Context: an optimization exercise on an open-source flow, tuned for small area and a short achievable clock period. The choices shown serve that exercise and are no tape-out recipe. In this exercise RTL edits were held to simulation tests only and were not proved equivalent to the original. Power figures rest on the tool's default switching activity, not on a simulated workload.

Setup of old:
Design minifloat_pipe, start of the top module:
module minifloat_pipe (
    input  wire        clk,
    input  wire        rst,
    input  wire        in_valid,
    input  wire [4:0]  op,
    input  wire [31:0] a,
    input  wire [31:0] b,
    output wire [31:0] y,
    output reg  [1:0]  st,
    output reg         out_valid
);
Size in the first run: ~720 cells after synthesis, roughly 92 flip-flops, about 110 I/O pins, about 6000 um^2 of cells after synthesis.
==> flow/config.mk <==
export PLATFORM = sky130hd
export DESIGN_NAME = minifloat_pipe
export DESIGN_NICKNAME = minifloat_pipe
export VERILOG_FILES = /design/flow/design.v
export SDC_FILE = /design/flow/constraint.sdc
export NUM_CORES = 4
export LEC_CHECK = 0
export CAP_MARGIN = 20
export CORE_MARGIN = 2
export CORE_UTILIZATION = 50
export CTS_BUF_LIST = sky130_fd_sc_hd__clkbuf_8
export SLEW_MARGIN = 20
==> flow/constraint.sdc <==
create_clock -name core_clock -period 15.0 [get_ports {clk}]
set_input_delay 3.0000 -clock core_clock [delete_from_list [all_inputs] [get_ports {clk}]]
set_output_delay 3.0000 -clock core_clock [all_outputs]
set_load 0.01 [all_outputs]
standard.sh (not shown) runs the stock make flow with config.mk's settings and CLKGATE_MAP_FILE= SYNTH_SCRIPT=/design/flow/synth_recipe.tcl, a recipe that flattens the netlist after the stock synthesis.
==> flow/flow/run.sh <==
#!/bin/bash
set -euo pipefail
export BUFFER_PORTS_ARGS="-buffer_cell sky130_fd_sc_hd__buf_1"
bash standard.sh SETUP_SLACK_MARGIN=11 finish > standard.log 2>&1
old was carried through to the last stage, and its layout satisfied the timing, design-rule and antenna checks.
The following lists how new was set up differently from old:
Settings: changing CORE_UTILIZATION from 50 to 40; removing CTS_BUF_LIST (formerly sky130_fd_sc_hd__clkbuf_8).
[summary]
Changes observed in new relative to old: wire length rose 120 um; part of the total power dissipated in sequential elements fell 4.1 points; cell count rose about 4.3%.


T:
minifloat_pipe again, from the RTL that the note above started with.
// minifloat_pipe
module minifloat_pipe (
    input  wire        clk,
    input  wire        rst,
    input  wire        in_valid,
    input  wire [4:0]  op,
    input  wire [31:0] a,
    input  wire [31:0] b,
    output wire [31:0] y,
    output reg  [1:0]  st,
    output reg         out_valid
);
    localparam ST_OK      = 2'd0;
    localparam ST_ABSENT  = 2'd1;
    localparam ST_ILLEGAL = 2'd2;
    wire [2:0] dab = a[6:4] - b[6:4];
    wire [2:0] dba = b[6:4] - a[6:4];
    wire       bgt = (b[6:4] > a[6:4]);
    reg [4:0]  op_q;
    reg [31:0] a_q;
    reg [7:0]  b_q;
    reg        swp_q;
    reg [2:0]  d_q;
    reg        v1;
    always @(posedge clk) begin
        if (rst) v1 <= 1'b0;
        else     v1 <= in_valid;
        op_q  <= op;
        a_q   <= a;
        b_q   <= b[7:0];
        swp_q <= bgt;
        d_q   <= bgt ? dba : dab;
    end
    wire [7:0] va = a_q[7:0];
    wire [7:0] vb = b_q;
    wire        is_add = (op_q[4:1] == 4'b0110);
    wire [10:0] add_x;
    wire        add_s, add_tie;
    mf_adder u_add (.a(va), .b({vb[7] ^ op_q[0], vb[6:0]}), .swp(swp_q), .d(d_q),
  ...
==> flow/config.mk <==
export PLATFORM = sky130hd
export DESIGN_NAME = minifloat_pipe
export DESIGN_NICKNAME = minifloat_pipe
export VERILOG_FILES = /design/flow/design.v
export SDC_FILE = /design/flow/constraint.sdc
export NUM_CORES = 4
export LEC_CHECK = 0
export CAP_MARGIN = 20
export CORE_MARGIN = 2
export CORE_UTILIZATION = 50
export CTS_BUF_LIST = sky130_fd_sc_hd__clkbuf_8
export SLEW_MARGIN = 20
==> flow/constraint.sdc <==
create_clock -name core_clock -period 15.0 [get_ports {clk}]
set_input_delay 3.0000 -clock core_clock [delete_from_list [all_inputs] [get_ports {clk}]]
set_output_delay 3.0000 -clock core_clock [all_outputs]
set_load 0.01 [all_outputs]
==> flow/flow/run.sh <==
#!/bin/bash
set -euo pipefail
export BUFFER_PORTS_ARGS="-buffer_cell sky130_fd_sc_hd__buf_1"
bash standard.sh SETUP_SLACK_MARGIN=11 REMOVE_ABC_BUFFERS=1 finish > standard.log 2>&1
Input-level comparison between Q and T:
Settings: CORE_UTILIZATION changed from 50 to 65.
==> flow/flow/run.sh <==
#!/bin/bash
set -euo pipefail
export BUFFER_PORTS_ARGS="-buffer_cell sky130_fd_sc_hd__buf_1"
bash standard.sh SETUP_SLACK_MARGIN=11 finish > standard.log 2>&1
### Flow results
In the flow results for Q and T, the part of the total power dissipated in sequential elements is smaller on T. The initial antenna violation count was comparable across Q and T. The minimum clock period after layout reported for Q is greater than that of T by 0.046 ns. Power consumption of Q falls short of that of T slightly. Of Q and T, it is Q that has the lower setup slack after layout. Of Q and T, it is Q that has the higher wire length of the first global-routing pass. NOTE: layout filler cell count in Q falls short of that of T. Arrival time of data at the critical path endpoint in Q is 3.35 ns above T. Diff Q..T | final sum of negative setup slack | unchanged. DRC violation total after the first TritonRoute iteration went down by more than 10% going from T to Q. T vs Q, critical path startpoint: h_q[9] vs a[5].


== try-willow ==
Another version of the RTL of minifloat_pipe (not shown whole).
Size in the first run: ~700 cells after synthesis, roughly 92 flip-flops, roughly 6100 um2 of cells after synthesis.
export LEC_CHECK = 0
export CAP_MARGIN = 20
export CORE_MARGIN = 2
export CORE_UTILIZATION = 40
export CTS_BUF_LIST = sky130_fd_sc_hd__clkbuf_8
export SLEW_MARGIN = 20
create_clock -name core_clock -period 15.0 [get_ports {clk}]
==> flow/flow/run.sh <==
#!/bin/bash
set -euo pipefail
export BUFFER_PORTS_ARGS="-buffer_cell sky130_fd_sc_hd__buf_2"
bash standard.sh SETUP_SLACK_MARGIN=11 finish > standard.log 2>&1
Input changes introduced in try-harbor (baseline for comparison: try-willow):
# try-willow
export LEC_CHECK = 0
export CAP_MARGIN = 20
export CORE_MARGIN = 2
export CORE_UTILIZATION = 40
export CTS_BUF_LIST = sky130_fd_sc_hd__clkbuf_8
export SLEW_MARGIN = 20
create_clock -name core_clock -period 15.0 [get_ports {clk}]
# try-harbor
export LEC_CHECK = 0
export CAP_MARGIN = 20
export CORE_MARGIN = 2
export CORE_UTILIZATION = 40
export SLEW_MARGIN = 20
create_clock -name core_clock -period 15.0 [get_ports {clk}]
==> run notes <==
- Total power: try-harbor above try-willow
- Summary of try-harbor over try-willow: combinational share of power moved down, worst hold slack moved down, utilization moved up, wire length after detailed routing moved up, relative contribution of the clock network to total power moved up.
- Changes observed in try-harbor relative to try-willow: static leakage up 0.048 nW; global routing usage summed across all routing layers flat; share of the clock period used by the worst path flat.
- try-harbor -> try-willow: sequential power flat
Modified inputs, try-zinc compared to try-harbor
# try-harbor
export LEC_CHECK = 0
export CAP_MARGIN = 20
export CORE_MARGIN = 2
export CORE_UTILIZATION = 40
export SLEW_MARGIN = 20
create_clock -name core_clock -period 15.0 [get_ports {clk}]
# try-zinc
export LEC_CHECK = 0
export CAP_MARGIN = 20
export CORE_MARGIN = 2
export CORE_UTILIZATION = 65
export SLEW_MARGIN = 20
create_clock -name core_clock -period 15.0 [get_ports {clk}]
Notes after the runs:
- try-zinc ends up with lower wire length of the first global-routing pass than try-harbor does.
- Across both runs, total number of tap cells was lower for try-zinc than for try-harbor.
- Where worst path setup slack after routing is concerned, try-harbor is better than try-zinc.
- Final-layout fill cell count is lower on try-zinc
- try-zinc against try-harbor; power is down by a little under 10%.
- Taking try-zinc over try-harbor, the overall die area ratio works out to 0.63.
- Comparing try-zinc and try-harbor, the higher via count is on try-zinc.
- Sort try-zinc and try-harbor by wire length, ascending, and try-zinc comes first.
- Sequential share of layout area: lower on try-harbor
What try-delta does differently from try-zinc at the input level:
# try-zinc
export LEC_CHECK = 0
export CAP_MARGIN = 20
export CORE_MARGIN = 2
export CORE_UTILIZATION = 65
export SLEW_MARGIN = 20
create_clock -name core_clock -period 15.0 [get_ports {clk}]
# try-delta
export LEC_CHECK = 0
export CAP_MARGIN = 20
export CORE_MARGIN = 2
export CORE_UTILIZATION = 40
export SLEW_MARGIN = 20
create_clock -name core_clock -period 15.0 [get_ports {clk}]
-- flow/flow/run.sh --
<<< try-zinc, line 3
export BUFFER_PORTS_ARGS="-buffer_cell sky130_fd_sc_hd__buf_2"
>>> try-delta, line 3
export BUFFER_PORTS_ARGS="-buffer_cell sky130_fd_sc_hd__buf_1"
==> run notes <==
try-delta completed every stage of the flow, and the final layout passed the timing, design-rule and antenna checks. Highest cell delay on the worst timing path delta (try-delta -> try-zinc): insignificant. Delta (try-delta minus try-zinc): part of the total power dissipated in combinational logic has decreased; via count of the first global-routing pass shows an increase of about 0.47%; placed cell area about even. Fraction of power consumed by the clock network: try-delta > try-zinc. try-delta -> try-zinc: buffering stage count on the worst path with inverters included delta 0, exact match. Status: combined area of the multi-input logic cells parity (try-delta, try-zinc). Delta (try-delta minus try-zinc): worst setup slack before clock tree synthesis fell by 0.051 ns; timing-limited maximum frequency picked up an extra about 1%; share of the clock period used by the worst path decreased 0.25 points.

static timing again, ports no longer ideal:
Ports are ideal in the flow. The routed layouts listed here were re-timed in OpenROAD. Step 1 (the two cells are an assumption about what drives the block):
set clk [get_ports {clk}]
set_driving_cell -lib_cell sky130_fd_sc_hd__clkbuf_16 $clk
set_driving_cell -lib_cell sky130_fd_sc_hd__buf_2 [delete_from_list [all_inputs] $clk]
Step 2 adds t to the input delays and takes it off the output delays; t is the mean of the earliest and latest rising clock arrival at the registers after step 1. Input paths then give back, and output paths get back, about the clock's delay inside the block. Three values: no drivers, after step 1, after step 2; two values: the first two.
| run | t, ns | setup slack, ns | worst hold slack (ns) |
|---|---|---|---|
| old | 0.417 | 11.075 / 11.038 / 10.685 | 0.336 / 0.336 / 0.336 |
| new | 0.389 | 11.069 / 11.083 / 10.695 | 0.344 / 0.344 / 0.344 |
| T | 0.418 | 11.079 / 11.044 / 10.705 | 0.338 / 0.338 / 0.338 |
| Q | 0.395 | 11.034 / 11.044 / 10.649 | 0.331 / 0.331 / 0.331 |
| try-willow | 0.400 | 11.082 / 11.091 / 10.690 | 0.342 / 0.342 / 0.342 |
| try-harbor | 0.383 | 11.090 / 11.100 / 10.717 | 0.334 / 0.334 / 0.334 |
| try-zinc | 0.398 | 11.066 / 11.067 / 10.669 | 0.338 / 0.338 / 0.338 |
| try-delta | 0.387 | 11.104 / 11.094 / 10.714 | 0.340 / 0.340 / 0.340 |
After both steps setup and hold are still met in every run listed. For try-zinc, which loses most, drivers alone change the setup slack by +0.001 ns; drivers and shift together by -0.397 ns.
